From an optimization exercise on the open Yosys and OpenROAD flow, aimed at small area and a short achievable clock period; shortcuts taken in it are not production practice. At most, simulation tests tie the RTL to the original design; equivalence was not proved. Power figures rest on the tool's default switching activity, not on a simulated workload.

==> flow/design.v (excerpt) <==
module minifloat_unit (
    input  wire        clk,
    input  wire [4:0]  op,
    input  wire [31:0] a,
    input  wire [31:0] b,
    output wire [31:0] y,
    output wire [1:0]  st
);
For scale: ~840 cells after synthesis, about 54 flip-flops, ~4700 um^2 of cells after synthesis.
clock: 15.0 ns
lec_check: 0
cap_margin: 20
core_margin: 2
core_utilization: 55
cts_buf_list: sky130_fd_sc_hd__clkbuf_4 sky130_fd_sc_hd__clkbuf_8
cts_cluster_diameter: 60
cts_cluster_size: 24
slew_margin: 20
synth_hierarchical: 1
synth_minimum_keep_size: 0
standard.sh (not shown) runs the stock make flow with config.mk's settings and CLKGATE_MAP_FILE= SYNTH_SCRIPT=/design/flow/synth_recipe.tcl, a recipe that flattens the netlist after the stock synthesis.
==> flow/flow/run.sh <==
#!/bin/bash
# Own layout flow: the standard ORFS flow (standard.sh) with these changes.
#  1. Synthesis is synth_recipe.tcl unchanged except that ABC maps the
#     request-stage module mf_front with flow/abc_front.script and the rest
#     with flow/abc.script (registers, flattening and renaming as standard).
#  2. Ports are buffered with sky130_fd_sc_hd__buf_1 instead of the delay
#     buffer buffer_ports picks by default.
#  3. Yosys maps adders to plain gates for ABC (no full/half-adder cells).
#  4. repair_timing aims at a setup margin of flow/margin.txt ns, so that it
#     works on the datapath rather than stopping once the 15 ns clock is met.
# Each tool's full output stays in orfs/logs/; make's own output goes to
# make_finish.log in this folder.
set -euo pipefail
HERE=$(pwd)
MARGIN=$(cat flow/margin.txt)
cat > my_synth.tcl <<EOT
proc abc {args} {
  set i [lsearch -exact \$args -script]
  set front \$args
  lset front [expr {\$i + 1}] $HERE/flow/abc_front.script
  yosys abc {*}\$front mf_front
  set rest \$args
  lset rest [expr {\$i + 1}] $HERE/flow/abc.script
  yosys abc {*}\$rest
}
EOT
cat synth_recipe.tcl >> my_synth.tcl
bash standard.sh SYNTH_SCRIPT=$HERE/my_synth.tcl SETUP_SLACK_MARGIN=$MARGIN \
  "BUFFER_PORTS_ARGS=-buffer_cell sky130_fd_sc_hd__buf_1" ADDER_MAP_FILE= finish > make_finish.log 2>&1
==> flow/flow/abc.script <==
strash
dc2
balance
 rewrite
 refactor
 balance
 rewrite
 rewrite -z
 balance
 refactor -z
 rewrite -z
 balance
&get -n
&deepsyn -T 60
&put
dch -f
map -B 0.9
topo
==> flow/flow/abc_front.script <==
strash
balance
 rewrite
 refactor
 balance
 rewrite
 rewrite -z
 balance
 refactor -z
 rewrite -z
 balance
balance
 rewrite
 refactor
 balance
 rewrite
 rewrite -z
 balance
 refactor -z
 rewrite -z
 balance
dch -f
map -B 0.9
topo
buffer -c
upsize -c
dnsize -c
==> flow/flow/margin.txt <==
11.2
Change:
--- a/flow/design.v
+++ b/flow/design.v
@@ -44,23 +44,24 @@
 endmodule
 module mf_front (
     input  wire [4:0]  op,
     input  wire [31:0] a,
     input  wire [7:0]  b,
     output wire [11:0] ahi,       
     output wire [4:0]  tz,        
     output wire        or19_11
 );
     wire       vv = (op == 5'd9) || (op[4:2] == 3'b011 && op[1:0] != 2'b11);
+    wire [7:0] q  = {b[7] ^ (op == 5'd13), b[6:0]};
     wire       lt = (a[6:4] < b[6:4]);
     wire [2:0] d  = lt ? (b[6:4] - a[6:4]) : (a[6:4] - b[6:4]);
-    assign ahi = vv ? {b, lt, d} : a[31:20];
+    assign ahi = vv ? {q, lt, d} : a[31:20];
     assign or19_11 = |a[19:11];
     wire [23:0] g = {1'b1, a[22:0]};
     wire [5:0]  z;                   
     wire [11:0] l;                   
     genvar i;
     generate
         for (i = 0; i < 6; i = i + 1) begin : grp
             wire [3:0] w = g[4*i+3:4*i];
             assign z[i]         = ~|w;
             assign l[2*i+1]     = ~w[0] & ~w[1];
@@ -94,30 +95,29 @@
     output reg  [7:0]  lo,        
     output wire [8:0]  hi,        
     output reg  [1:0]  st
 );
     wire op_norm = (op == 5'd10);
     wire op_mul  = (op == 5'd14);
     wire [7:0]  v_l   = lt ? q : p;                   
     wire [7:0]  v_s  = lt ? p : q;                   
     wire [3:0]  ml   = v_l[3:0];
     wire [10:0] xs   = {7'd0, v_s[3:0]} << d;
-    wire        sb   = q[7] ^ (op == 5'd13);         
-    wire        same = (p[7] == sb);
+    wire        same = (p[7] == q[7]);
     wire        hi0  = (xs[10:4] == 7'd0);
     wire        sgt  = !hi0 || (xs[3:0] > ml);       
     wire        tie  = hi0 && (xs[3:0] == ml);
     wire [9:0]  sum  = xs[9:0] + {6'd0, ml};
     wire [9:0]  dif1 = xs[9:0] - {6'd0, ml};
     wire [3:0]  dif2 = ml - xs[3:0];
     wire [9:0]  add_m    = same ? sum : (sgt ? dif1 : {6'd0, dif2});
-    wire        add_s    = same ? p[7] : ((sgt ^ lt) ? sb : p[7]);
+    wire        add_s    = same ? p[7] : (sgt ? v_s[7] : v_l[7]);
     wire        add_zero = !same && tie;
     wire [3:0] esum      = {1'b0, p[6:4]} + {1'b0, q[6:4]};
     wire       mul_s     = p[7] ^ q[7];
     wire [7:0] mul_p     = p[3:0] * q[3:0];
     wire       mul_under = (esum < 4'd2);
     wire       mul_sat   = (esum > 4'd8);
     wire [2:0] mul_e     = esum[2:0] - 3'd2;
     wire norm_big = (ahi[11:7] != 5'd0) || (ahi[3:0] != 4'd0) || or19_11 || amid[2];
     wire [2:0] n_e   = op_norm ? ahi[6:4] : (op_mul ? mul_e : v_l[6:4]);
     wire [9:0] n_m   = op_norm ? {amid[1:0], p} : (op_mul ? {2'd0, mul_p} : add_m);
=> The new run passed the timing, design-rule and antenna checks; die area decreases slightly; utilization decreases by 1.2 points; maximum frequency stays flat; final area decreases by a few percent; combinational power decreases by a few percent; power stays flat; critical path depth is unchanged; worst hold slack degrades by 0.024 ns; non-clock buffer count decreases by 5; clock-buffer cell count stays the same; register-to-register slack degrades by 0.08 ns; synthesized cell count decreases by a few percent; routed wire length decreases slightly.
No functional check of the RTL was part of the first run of this note.

## port drivers added, routing unchanged
In the flow no input, the clock included, has a driving cell. The finished layouts below were timed again as built, in two steps. Step 1 sets driving cells, clkbuf_16 on the clock port and buf_2 on the other inputs (assumed; they add their load-dependent delay and slew). Step 2 also shifts input and output timing later by t, the mid clock arrival at the registers, as if the neighbouring blocks saw the same clock. Slacks: ideal ports / drivers / drivers and shift; pairs: ideal ports / drivers.
run | shift t [ns] | slack for setup (ns) | worst data-port slew with drivers (ns)
the first run | 0.350 | 11.201 / 11.168 / 10.979 | 0.03
the second run | 0.344 | 11.195 / 11.160 / 10.975 | 0.04
After both steps every run listed still meets setup and hold. For the first run, which loses most, drivers alone change the setup slack by -0.033 ns; drivers and shift together by -0.222 ns.
